This is an optimization exercise on Yosys and OpenROAD, whose aim is small area, a short achievable clock period and few clock cycles, not a production implementation. Function was checked by simulation only, so behaviour that the tests miss may differ from the original.

==> design/flow/design.v <==
module fde_enc (
    input  wire        clk,
    input  wire        rst,           
    input  wire [1:0]  cfg_rot,       
    input  wire        cfg_mir,
    input  wire        cfg_inv,
    input  wire        cfg_typeb,     
    input  wire        cfg_flush,     
    input  wire [31:0] cfg_addr,      
    input  wire        pix_valid,
    output wire        pix_ready,
    input  wire [31:0] pix_data,
    output wire        out_valid,
    input  wire        out_ready,
    output reg  [7:0]  out_data,
    output wire        out_last,
    output wire        frame_done,
    output wire        frame_dup
);
    localparam S_IN   = 2'd0;
    localparam S_CHK  = 2'd1;
    localparam S_OUT  = 2'd2;
    localparam S_DONE = 2'd3;
    reg  [1:0]   state;
    reg  [7:0]   pix_idx;
    reg  [255:0] fb;             
    reg  [31:0]  crc;
    reg  [31:0]  last_fp;
    reg          last_fp_ok;
    reg          dup;
    reg  [1:0]   rot;
    reg          mir, inv, typeb, flush;
    reg  [31:0]  addr;
    reg  [1:0]   panel;          
    reg  [4:0]   pos;            
    reg  [7:0]   sum;            
    wire [7:0]  pr = pix_data[7:0];
    wire [7:0]  pg = pix_data[15:8];
    wire [7:0]  pb = pix_data[23:16];
    wire [21:0] luma = 22'd2126 * pr + 22'd7152 * pg + 22'd722 * pb;
    wire        pix_bit = (luma >= 22'd1275000);
    function [31:0] crc32_word;
        input [31:0] c;
        input [31:0] d;
        integer i;
        reg [31:0] x;
        begin
            x = c;
            for (i = 0; i < 32; i = i + 1) begin
                if (x[0] ^ d[i])
                    x = (x >> 1) ^ 32'hEDB88320;
                else
                    x = x >> 1;
            end
            crc32_word = x;
        end
    endfunction
    wire pix_fire = pix_valid && pix_ready;
    wire out_fire = out_valid && out_ready;
    assign pix_ready  = (state == S_IN);
    assign out_valid  = (state == S_OUT);
    assign frame_done = (state == S_DONE);
    assign frame_dup  = (state == S_DONE) && dup;
    wire [4:0] last_pos = typeb ? 5'd23 : 5'd11;
    assign out_last = out_valid && (panel == 2'd3) && (pos == last_pos);
    wire [31:0] fp = ~crc;
    always @(posedge clk) begin
        if (rst) begin
            state      <= S_IN;
            pix_idx    <= 8'd0;
            crc        <= 32'hFFFFFFFF;
            last_fp_ok <= 1'b0;
            dup        <= 1'b0;
            panel      <= 2'd0;
            pos        <= 5'd0;
            sum        <= 8'd0;
        end else begin
            case (state)
                S_IN: if (pix_fire) begin
                    if (pix_idx == 8'd0) begin
                        rot   <= cfg_rot;
                        mir   <= cfg_mir;
                        inv   <= cfg_inv;
                        typeb <= cfg_typeb;
                        flush <= cfg_flush;
                        addr  <= cfg_addr;
                    end
                    fb[pix_idx] <= pix_bit;
                    crc         <= crc32_word(crc, pix_data);
                    pix_idx     <= pix_idx + 8'd1;
                    if (pix_idx == 8'd255)
                        state <= S_CHK;
                end
                S_CHK: begin
                    if (last_fp_ok && last_fp == fp) begin
                        dup   <= 1'b1;
                        state <= S_DONE;
                    end else begin
                        dup        <= 1'b0;
                        last_fp    <= fp;
                        last_fp_ok <= 1'b1;
                        panel      <= 2'd0;
                        pos        <= 5'd0;
                        sum        <= 8'd0;
                        state      <= S_OUT;
                    end
                end
                S_OUT: if (out_fire) begin
                    if (typeb && pos >= 5'd1 && pos <= 5'd20)
                        sum <= sum + out_data;
                    if (pos == last_pos) begin
                        pos <= 5'd0;
                        sum <= 8'd0;
                        panel <= panel + 2'd1;
                        if (panel == 2'd3)
                            state <= S_DONE;
                    end else begin
                        pos <= pos + 5'd1;
                    end
                end
                S_DONE: begin
                    crc   <= 32'hFFFFFFFF;
                    state <= S_IN;
                end
            endcase
        end
    end
    function dev_pixel;
        input [255:0] f;
        input [1:0]   r;
        input         m;
        input         v;
        input [3:0]   i;
        input [3:0]   j;
        reg   [3:0]   jm;
        reg   [3:0]   sy, sx;
        begin
            jm = m ? 4'd15 - j : j;
            case (r)
                2'd0: begin sy = i;            sx = jm;           end
                2'd1: begin sy = 4'd15 - jm;   sx = i;            end
                2'd2: begin sy = 4'd15 - i;    sx = 4'd15 - jm;   end
                default: begin sy = jm;        sx = 4'd15 - i;    end
            endcase
            dev_pixel = f[{sy, sx}] ^ v;
        end
    endfunction
    wire [4:0] pos_b = pos - 5'd5;     
    wire [4:0] pos_a = pos - 5'd3;     
    wire [2:0] col = typeb ? pos_b[3:1] : pos_a[2:0];
    wire [3:0] dev_col = {panel[0], col};
    reg [7:0] col_byte;
    reg [2:0] row;
    integer k;
    always @(*) begin
        for (k = 0; k < 8; k = k + 1) begin
            row = k;
            col_byte[7 - k] = dev_pixel(fb, rot, mir, inv, {panel[1], row}, dev_col);
        end
    end
    wire [7:0] paddr = addr[8 * panel +: 8];
    function [7:0] hexdig;
        input [3:0] n;
        begin
            hexdig = (n <= 4'd9) ? 8'h30 + n : 8'h57 + n;
        end
    endfunction
    wire [7:0] chk = ((sum ^ 8'hFF) + 8'd3);
    always @(*) begin
        if (!typeb) begin
            case (pos)
                5'd0:    out_data = 8'h80;
                5'd1:    out_data = flush ? 8'h83 : 8'h84;
                5'd2:    out_data = paddr;
                5'd11:   out_data = 8'h8F;
                default: out_data = col_byte;
            endcase
        end else begin
            case (pos)
                5'd0:    out_data = 8'h02;
                5'd1:    out_data = hexdig(paddr[7:4]);
                5'd2:    out_data = hexdig(paddr[3:0]);
                5'd3:    out_data = 8'h30;           
                5'd4:    out_data = 8'h38;           
                5'd21:   out_data = 8'h03;
                5'd22:   out_data = hexdig(chk[7:4]);
                5'd23:   out_data = hexdig(chk[3:0]);
                default: out_data = pos[0] ? hexdig(col_byte[7:4]) : hexdig(col_byte[3:0]);
            endcase
        end
    end
endmodule
==> design/flow/run.sh <==
#!/bin/bash
# synth_recipe.tcl (not shown) runs the flow's synth.tcl, then flattens the netlist and writes it again
# the make line also repeats each setting of config.mk as NAME=value (left out here)
make -C /OpenROAD-flow-scripts/flow DESIGN_CONFIG=/design/flow/config.mk WORK_HOME=/design/flow/orfs CLKGATE_MAP_FILE= SYNTH_SCRIPT=/design/flow/synth_recipe.tcl finish
==> design/flow/config.mk <==
export PLATFORM = sky130hd
export DESIGN_NAME = fde_enc
export DESIGN_NICKNAME = fde_enc
export VERILOG_FILES = /design/flow/design.v
export SDC_FILE = /design/flow/constraint.sdc
export NUM_CORES = 4
export LEC_CHECK = 0
export CAP_MARGIN = 20
export CORE_MARGIN = 2
export CORE_UTILIZATION = 40
export SLEW_MARGIN = 20
==> design/flow/constraint.sdc <==
create_clock -name core_clock -period 10.0 [get_ports {clk}]
set_input_delay 2.0000 -clock core_clock [delete_from_list [all_inputs] [get_ports {clk}]]
set_output_delay 2.0000 -clock core_clock [all_outputs]
set_load 0.01 [all_outputs]
==> run summary <==
Status = complete, no violations
RSZ-0062 raised after global routing = false
Final #Nets = 5975
Slew Limit Headroom = 16.5%
Synth area leader = edfxtp_1
# setup viols final = 0
H-tree depth = 2
Drt drc = 0
Worst path cell trace = inv_1, ha_1, mux2i_2, xnor2_2, buf_12, buf_4, a211oi_1, nor2_1, nand2_1, a32o_1, o311ai_0, buf_4, o21a_1, o32a_1, xnor2_1, inv_1, ha_1, or2_2, a221oi_1, buf_4, o41ai_1, mux2_2, a311oi_1, clkdlybuf4s50_1
Sink Count = 385
Row cnt = 121
Crit share post-route = 97.8%
Setup TNS = 0 ps
Fraction of layout cells with a size suffix above 1 = 10.6%
CTS tree = built
First-pass GRT wire length = 326000 µm
Critical path class = flop to output port
Hold Slack = 473 ps
Worst-path maximum fanout = 60
Top Ports = 87
GPL Wtd Cong = 1.09
Clock period minus worst slack = 9780 ps
Die Y = 336 µm
Detailed-router iteration count before antenna repair = 7
Hold worst-path end = dup$_SDFFE_PP0P_
Main synth FF type = edfxtp_1
Synth warnings = 1
Number of I/O port buffers = 86
Hold Vio Cnt, Final = 0
CP Buf/Inv Count = 7
Total Die Area = 0.113 mm²
Reg2Reg Setup Slack = 1490 ps
Mean Syn Cell Area = 7.87 µm²
Hpwl dp = 180000 µm
Worst setup EP type = output port
Die Wd = 336 µm
Total track usage = 40.1%
Post-synthesis net count = 5939
Final Max Slew Viols = 0
Detailed Route Iter0 Violations = 7038
DRT antenna net count = 0
Max Cap Viol = 0
Post-synth EDFFs = 326
Startpoint Class = flop
Vias = 47400
Commonest cells in the netlist = nand2_1 (928), nor2_1 (422), o21ai_0 (347), edfxtp_1 (326), a211oi_1 (307)
Worst Hold Class = flop to flop
Starting Density = 40.5%
Util after Layout = 45.9%
Worst-Skew Late Latency = 670 ps
Slew of the pin with the lowest slew margin = 1250 ps
Total grt overflow = 0
Hold path cells = 2
CP peak stage delay = 610 ps
Initial antenna violation count = 16
Synthesis-stage register bit count = 385
Clock Tree Buf Depth = 3
Ranking of synthesized cells by area = edfxtp_1 (22%), nand2_1 (7.9%), xnor2_1 (5.3%)
Hold Startpoint = dup$_SDFFE_PP0P_
Fmax achieved = 102 MHz
Core ar. = 0.109 mm²
Cell family with most CP delay = compound AO/OA/AOI/OAI gates
Worst EP required = 8000 ps
Top cell type's share of synthesized area = 22.2%
Slowest library cell on the worst path = clkdlybuf4s50_1
Worst flop-to-flop path endpoint = sum[7]$_SDFFE_PP0P_
Total Routed Length = 233000 µm
Largest net degree at the start of global routing = 150
Reg2Reg Launch Point = rot[1]$_DFFE_PP_
Clk_skew = 49.3 ps
Area Growth Syn to Fin = 13.3%
Clock root buffer = clkbuf_16
Most used cell, CP = buf_4
Sequential fraction of the synthesis area = 24.8%
Clock-pin slew on the worst setup and hold paths = 60 ps
Worst reg2reg path depth = 28
Synthesized area = 0.0442 mm²
Most frequent cell after synthesis = nand2_1
Syn Inst Count = 5615
WP data arrival = 7780 ps
Design area = 0.0500 mm²
Number of global-route vias before repair = 43000
Routed vias/inst = 6.60
Routed WL per cell = 32.5 µm
Post-synth ARST share = 0%
Post-DP Area = 0.0483 mm²
CTS buffer count = 50
Synth cell types = 89
-- cell type report --
class | count | area (µm²)
tap | 1476 | 1850
sequential | 385 | 11000
fill | 10800 | 59100
clock inverter | 29 | 284
antenna | 9 | 22.5
timing repair buffer | 430 | 3860
inverter | 192 | 736
multi-input combinational | 4592 | 31000
clock buffer | 64 | 1350
-- worst max-delay path by stage --
stage                              from                 to  slack [ps]  cells past startpoint
finish              pos[1]$_SDFFE_PP0P_        out_data[0]         220                     24
global route        pos[1]$_SDFFE_PP0P_        out_data[0]           1                     25
CTS                 pos[1]$_SDFFE_PP0P_        out_data[0]          40                     22
detailed placement          pix_data[3]  fb[184]$_DFFE_PP_         350                     32
global placement            pix_data[3]  fb[221]$_DFFE_PP_         410                     32
floorplan                           rst    fb[0]$_DFFE_PP_         490                      3
-- state kept, by name (all words and copies together), names as in the netlist, 2 cells and up --
signal and flops:
last_fp 32, pix_idx 8, state 2, rot 2, pos 5, sum 8, panel 2, addr 32
crc 32, fb 256
-- cell usage in the layout, fill, tap and decap left out, types with 29 or more instances in the layout --
master / instances
clkdlybuf4s50_1: 85
nand3_1: 107
xor2_1: 95
a2111oi_0: 36
edfxtp_1: 326
xnor2_1: 261
mux2i_1: 92
a211oi_1: 306
nand4_1: 37
o211ai_1: 50
a21o_1: 29
xnor2_2: 30
buf_4: 310
a211o_1: 33
nor2_1: 413
nand2b_1: 31
nor2b_1: 30
buf_12: 34
fa_1: 65
or3_1: 31
o31ai_1: 156
a21oi_1: 267
nand2_1: 926
inv_1: 186
clkbuf_16: 51
o21ai_0: 342
nor3_1: 198
a31oi_1: 90
ha_1: 185
dfxtp_1: 59
and3_1: 35
o22ai_1: 53
a22oi_1: 214
-- cell families after synthesis --
kind of cell | count (synthesis) | share of synthesized area, %
and+or+nand+nor | 1933 | 19.0
AOI/OAI and AO/OA | 1850 | 28.5
buffers and inverters | 638 | 5.84
xor gates and xnor gates | 411 | 9.35
DFF | 385 | 24.8
adders and majority gates | 250 | 8.19
muxes | 148 | 4.22
-- timing repair --
action / 4_1_cts / 5_1_grt
setup buffers: 0 / 4
hold buffers: 0 / 0
setup endpoints to repair: 0 / 5
resized for setup: 0 / 8
-- worst reg2reg max path, delay by kind of cell, from the launching register on --
family | cells | cell delay [ps]
AOI/OAI and AO/OA | 15 | 2920
adders and majority gates | 1 | 220
buffers and inverters | 5 | 1510
DFF | 1 | 980
muxes | 2 | 1030
and+or+nand+nor | 5 | 1770
-- layer usage --
layer | wire, µm | up-vias | track usage [%]
met5 | 173 | - | 0
met1 | 96700 | 22900 | 54.6
li1 | - | 21000 | -
met3 | 24300 | 555 | 9.03
met4 | 15800 | 24 | 22.4
met2 | 96400 | 2898 | 58.4
-- per-stage QoR --
step | cells | worst slack, ps
4_1_cts | 7163 | 36.4
3_3_place_gp | 7070 | 411
2_1_floorplan | 5615 | 492
5_1_grt | 7172 | 1.12
6_report | 7177 | 218
3_5_place_dp | 7070 | 348
Testbench counts, summed over its fixed seeds: cycles 61,920.

[separate check: timing with driven ports]
How much do the figures lean on ideal ports? The routed layout below was timed once more, with nothing changed but the port constraints. Step 1 assumes that a clkbuf_16 drives the clock port and a buf_2 every other input. Step 2, shift: input delay + t, output delay - t, t = (earliest + latest rising clock arrival at the registers) / 2. This alone moves slack from input paths to output paths. a / b / c = no drivers / after step 1 / after step 2; a / b = the first two.
t, ns: 0.735
setup WS [ns]: 0.218 / 0.140 / 0.258
latest minus earliest clock arrival (ns): 0.067 / 0.066
worst slew at a driven data input, ns: 0.07
After both steps setup and hold are still met in this run. For this run, drivers alone change the setup slack by -0.078 ns; drivers and shift together by +0.040 ns.
